From an optimization exercise on the open Yosys and OpenROAD flow, aimed at small area; shortcuts taken in it are not production practice.
The RTL was checked by simulation tests, not by an equivalence proof against the original design.
Power is estimated from default activity; no workload was simulated.

==> exp/juniper <==
// ws_core
module ws_core (
    input  wire        clk,
    input  wire        rst,           
    input  wire        cmd_valid,
    input  wire [7:0]  cmd,
    output wire        cmd_ready,
    output wire [7:0]  status,
    output wire [31:0] t_out,
    output wire [31:0] h_out,
    output wire [31:0] p_out,
    output wire        bus_req,
    output wire        bus_we,
    output wire [7:0]  bus_addr,
    output wire [3:0]  bus_len,
    output wire [7:0]  bus_wdata,
    input  wire        bus_ack,
    input  wire        bus_fail,
    input  wire [63:0] bus_rdata
);
==> flow/config.mk <==
export PLATFORM = sky130hd
export DESIGN_NAME = ws_core
export DESIGN_NICKNAME = ws_core
export VERILOG_FILES = /design/flow/design.v
export SDC_FILE = /design/flow/constraint.sdc
export NUM_CORES = 4
export LEC_CHECK = 0
export ABC_AREA = 1
export CAP_MARGIN = 20
export CORE_MARGIN = 2
export CORE_UTILIZATION = 25
export PLACE_DENSITY = 0.4
export SLEW_MARGIN = 20
export SYNTH_MEMORY_MAX_BITS = 65536
==> flow/constraint.sdc <==
create_clock -name core_clock -period 60.0 [get_ports {clk}]
set_input_delay 12.0000 -clock core_clock [delete_from_list [all_inputs] [get_ports {clk}]]
set_output_delay 12.0000 -clock core_clock [all_outputs]
set_load 0.01 [all_outputs]
standard.sh (not shown) runs the stock make flow with config.mk's settings and CLKGATE_MAP_FILE= SYNTH_SCRIPT=/design/flow/synth_recipe.tcl, a recipe that flattens the netlist after the stock synthesis.
==> flow/flow/run.sh <==
#!/bin/bash
# Own layout flow: the standard flow, with
#  - the combinational logic of the synthesis mapped again by ABC with an
#    area-oriented script (flow/better.script) and without the full-adder
#    extraction; the registers are those of the standard synthesis (the flow
#    checks their names and cell types and falls back to the standard
#    netlist if they differ);
#  - smaller port buffers and a clock tree of smaller buffers.
# Every tool's output goes to a log file of its own in this folder.
set -uo pipefail
W=$(pwd)
RES=$W/orfs/results/${FLOW_PLATFORM}/ws_core/base
LOGS=$W/logs_own
mkdir -p $LOGS

# 1. standard synthesis
bash standard.sh synth > $LOGS/1_standard_synth.log 2>&1 || exit 1

# 2. the same synthesis with another ABC script, in a work folder of its own
sed "s|log_cmd abc {\*}\$abc_args|log_cmd abc {*}[lreplace \$abc_args 1 1 $W/flow/better.script]|" \
    $FLOW_HOME/scripts/synth.tcl > $W/flow_synth_orfs.tcl
sed "s|source \$::env(SCRIPTS_DIR)/synth.tcl|source $W/flow_synth_orfs.tcl|" \
    $W/synth_recipe.tcl > $W/flow_synth.tcl
SYN=$W/orfs_own
make -C $FLOW_HOME DESIGN_CONFIG=$W/config.mk WORK_HOME=$SYN CLKGATE_MAP_FILE= \
    SYNTH_SCRIPT=$W/flow_synth.tcl ADDER_MAP_FILE= \
    $SYN/results/${FLOW_PLATFORM}/ws_core/base/1_2_yosys.v > $LOGS/2_own_synth.log 2>&1
OWN=$SYN/results/${FLOW_PLATFORM}/ws_core/base/1_2_yosys.v

# 3. keep it only if its registers are the standard synthesis's
regs() { python3 $W/flow/regs.py "$1"; }
if [[ -s $OWN ]] && regs $RES/1_2_yosys.v > $LOGS/regs_std.txt && regs $OWN > $LOGS/regs_own.txt \
   && cmp -s $LOGS/regs_std.txt $LOGS/regs_own.txt; then
    echo "own synthesis kept" > $LOGS/3_choice.log
    cp $OWN $RES/1_2_yosys.v
    rm -f $RES/1_synth.odb $RES/1_synth.sdc
else
    echo "standard synthesis kept" > $LOGS/3_choice.log
fi

# 4. the rest of the standard flow
bash standard.sh \
    "BUFFER_PORTS_ARGS=-buffer_cell sky130_fd_sc_hd__buf_1" \
    "CTS_ARGS=-sink_clustering_enable -repair_clock_nets -buf_list sky130_fd_sc_hd__clkbuf_8 -dont_use_dummy_load -sink_clustering_size 16 -sink_clustering_max_diameter 50" \
    finish > $LOGS/4_standard_finish.log 2>&1 || exit 1
Other scripts of this flow, unchanged in this note and not shown: flow/flow/better.script, flow/flow/regs.py
==> inputs of exp/amber, as changes to exp/juniper <==
--- a/flow/flow/run.sh
+++ b/flow/flow/run.sh
@@ -42,4 +42,4 @@
 bash standard.sh \
     "BUFFER_PORTS_ARGS=-buffer_cell sky130_fd_sc_hd__buf_1" \
-    "CTS_ARGS=-sink_clustering_enable -repair_clock_nets -buf_list sky130_fd_sc_hd__clkbuf_8 -dont_use_dummy_load -sink_clustering_size 16 -sink_clustering_max_diameter 50" \
+    "CTS_ARGS=-sink_clustering_enable -repair_clock_nets -buf_list sky130_fd_sc_hd__clkbuf_16 -dont_use_dummy_load -sink_clustering_size 30 -sink_clustering_max_diameter 80" \
     finish > $LOGS/4_standard_finish.log 2>&1 || exit 1
==> summary of the runs <==
- exp/amber went through all stages and came out clean. exp/juniper completed without violations.
- Die area is the same in exp/amber and exp/juniper.
- Utilization: exp/juniper is higher than exp/amber (0.081 points).
- Of exp/juniper and exp/amber, exp/juniper has the higher clock skew (gap 0.012 ns).
- Against exp/amber, the global-route usage of exp/juniper is higher by 0.23 points.
- Between exp/amber and exp/juniper, the lower worst hold slack is in exp/amber (gap 0.0018 ns).
- In flip-flop and latch count, exp/amber and exp/juniper do not differ.
- In sequential power, exp/juniper and exp/amber hardly differ.
- Area after synthesis is the same in exp/juniper and exp/amber.
- Against exp/amber, the final cell count of exp/juniper is higher by about 1%.
- Against exp/amber, the routed wire length of exp/juniper is higher by 0.92%.
- In maximum frequency, exp/juniper and exp/amber hardly differ.

========
==> 03-10 <==
Another version of the RTL of ws_core (not shown whole).
clock: 60.0 ns
lec_check: 0
abc_area: 1
cap_margin: 10
core_margin: 2
core_utilization: 50
place_density: 0.6
slew_margin: 10
synth_memory_max_bits: 65536
==> flow/flow/run.sh <==
#!/bin/bash
# Own layout flow: the standard flow, with
#  - the combinational logic of the synthesis mapped again by ABC with an
#    area-oriented script (flow/better.script) and without the full-adder
#    extraction; the registers are those of the standard synthesis (the flow
#    checks their names and cell types and falls back to the standard
#    netlist if they differ);
#  - smaller port buffers and a clock tree of smaller buffers.
# Every tool's output goes to a log file of its own in this folder.
set -uo pipefail
W=$(pwd)
RES=$W/orfs/results/${FLOW_PLATFORM}/ws_core/base
LOGS=$W/logs_own
mkdir -p $LOGS

# 1. standard synthesis
bash standard.sh synth > $LOGS/1_standard_synth.log 2>&1 || exit 1

# 2. the same synthesis with another ABC script, in a work folder of its own
sed "s|log_cmd abc {\*}\$abc_args|log_cmd abc {*}[lreplace \$abc_args 1 1 $W/flow/better.script]|" \
    $FLOW_HOME/scripts/synth.tcl > $W/flow_synth_orfs.tcl
sed "s|source \$::env(SCRIPTS_DIR)/synth.tcl|source $W/flow_synth_orfs.tcl|" \
    $W/synth_recipe.tcl > $W/flow_synth.tcl
SYN=$W/orfs_own
make -C $FLOW_HOME DESIGN_CONFIG=$W/config.mk WORK_HOME=$SYN CLKGATE_MAP_FILE= \
    SYNTH_SCRIPT=$W/flow_synth.tcl ADDER_MAP_FILE= \
    $SYN/results/${FLOW_PLATFORM}/ws_core/base/1_2_yosys.v > $LOGS/2_own_synth.log 2>&1
OWN=$SYN/results/${FLOW_PLATFORM}/ws_core/base/1_2_yosys.v

# 3. keep it only if its registers are the standard synthesis's
regs() { python3 $W/flow/regs.py "$1"; }
if [[ -s $OWN ]] && regs $RES/1_2_yosys.v > $LOGS/regs_std.txt && regs $OWN > $LOGS/regs_own.txt \
   && cmp -s $LOGS/regs_std.txt $LOGS/regs_own.txt; then
    echo "own synthesis kept" > $LOGS/3_choice.log
    cp $OWN $RES/1_2_yosys.v
    rm -f $RES/1_synth.odb $RES/1_synth.sdc
else
    echo "standard synthesis kept" > $LOGS/3_choice.log
fi

# 4. the rest of the standard flow
bash standard.sh \
    "BUFFER_PORTS_ARGS=-buffer_cell sky130_fd_sc_hd__buf_1" \
    "CTS_ARGS=-sink_clustering_enable -repair_clock_nets -buf_list sky130_fd_sc_hd__clkbuf_8 -dont_use_dummy_load -sink_clustering_size 20 -sink_clustering_max_diameter 60" \
    finish > $LOGS/4_standard_finish.log 2>&1 || exit 1
==> flow/flow/better.script <==
strash
&get -n
&deepsyn -T 120
&put
&get -n
&dch -f
&nf -R 1000
&put
Other scripts of this flow, unchanged in this note and not shown: flow/flow/regs.py
==> 06-28 (differences from 03-10) <==
--- a/flow/flow/run.sh
+++ b/flow/flow/run.sh
@@ -41,5 +41,5 @@
 # 4. the rest of the standard flow
 bash standard.sh \
     "BUFFER_PORTS_ARGS=-buffer_cell sky130_fd_sc_hd__buf_1" \
-    "CTS_ARGS=-sink_clustering_enable -repair_clock_nets -buf_list sky130_fd_sc_hd__clkbuf_8 -dont_use_dummy_load -sink_clustering_size 20 -sink_clustering_max_diameter 60" \
+    "CTS_ARGS=-sink_clustering_enable -repair_clock_nets -buf_list sky130_fd_sc_hd__clkbuf_16 -dont_use_dummy_load -sink_clustering_size 30 -sink_clustering_max_diameter 80" \
     finish > $LOGS/4_standard_finish.log 2>&1 || exit 1
==> flow/flow/better.script (replaced) <==
strash
&get -n
&deepsyn -T 40
&put
&get -n
&dch -f
&nf -R 1000
&put
==> 03-03 (differences from 03-10) <==
--- a/flow/flow/run.sh
+++ b/flow/flow/run.sh
@@ -41,5 +41,5 @@
 # 4. the rest of the standard flow
 bash standard.sh \
     "BUFFER_PORTS_ARGS=-buffer_cell sky130_fd_sc_hd__buf_1" \
-    "CTS_ARGS=-sink_clustering_enable -repair_clock_nets -buf_list sky130_fd_sc_hd__clkbuf_8 -dont_use_dummy_load -sink_clustering_size 20 -sink_clustering_max_diameter 60" \
+    "CTS_ARGS=-sink_clustering_enable -repair_clock_nets -buf_list sky130_fd_sc_hd__clkbuf_16 -dont_use_dummy_load -sink_clustering_size 30 -sink_clustering_max_diameter 80" \
     finish > $LOGS/4_standard_finish.log 2>&1 || exit 1
==> 03-24 (differences from 03-10) <==
--- a/flow/flow/run.sh
+++ b/flow/flow/run.sh
@@ -41,5 +41,5 @@
 # 4. the rest of the standard flow
 bash standard.sh \
     "BUFFER_PORTS_ARGS=-buffer_cell sky130_fd_sc_hd__buf_1" \
-    "CTS_ARGS=-sink_clustering_enable -repair_clock_nets -buf_list sky130_fd_sc_hd__clkbuf_8 -dont_use_dummy_load -sink_clustering_size 20 -sink_clustering_max_diameter 60" \
+    "CTS_ARGS=-sink_clustering_enable -repair_clock_nets -buf_list sky130_fd_sc_hd__clkbuf_8 -dont_use_dummy_load -sink_clustering_size 16 -sink_clustering_max_diameter 50" \
     finish > $LOGS/4_standard_finish.log 2>&1 || exit 1
==> comparison <==
- Register-to-register slack: 06-28 is better than 03-24 (2.6 ns).
- In sequential power, 03-10 and 03-03 hardly differ.
- Of 06-28 and 03-10, 03-10 has the higher power (gap 3.5%, measured against 03-10).
- Design area: 03-03 is smaller than 06-28 (about 0.7%).
- The lowest cell count belongs to 03-03, the highest to 06-28.

what the ideal ports hide:
The results above use ideal ports. As a check the final layouts listed here were re-extracted and re-timed, cells and wires unchanged. Step 1 assumes that a clkbuf_16 drives the clock port and a buf_2 every other input. Step 2 times the ports against the registers' clock, not the clock port: input delays grow and output delays shrink by t, the midpoint of the rising clock arrivals with the driver on. a / b / c = ideal ports / drivers / drivers and shift; a / b = the first two.
run | t, ns | setup WS [ns] | worst setup path at the end
exp/juniper | 0.710 | 38.548 / 38.583 / 37.873 | input to register
exp/amber | 0.649 | 38.555 / 38.596 / 37.947 | input to register
03-10 | 0.628 | 35.813 / 35.837 / 35.209 | input to register
06-28 | 0.596 | 37.695 / 37.723 / 37.128 | input to register
03-03 | 0.595 | 35.741 / 35.769 / 35.174 | input to register
03-24 | 0.627 | 35.824 / 35.847 / 35.220 | input to register
After both steps every run listed still meets setup and hold. The setup slack of exp/juniper, which loses most, moves by +0.035 ns with the drivers and by -0.675 ns with both steps.
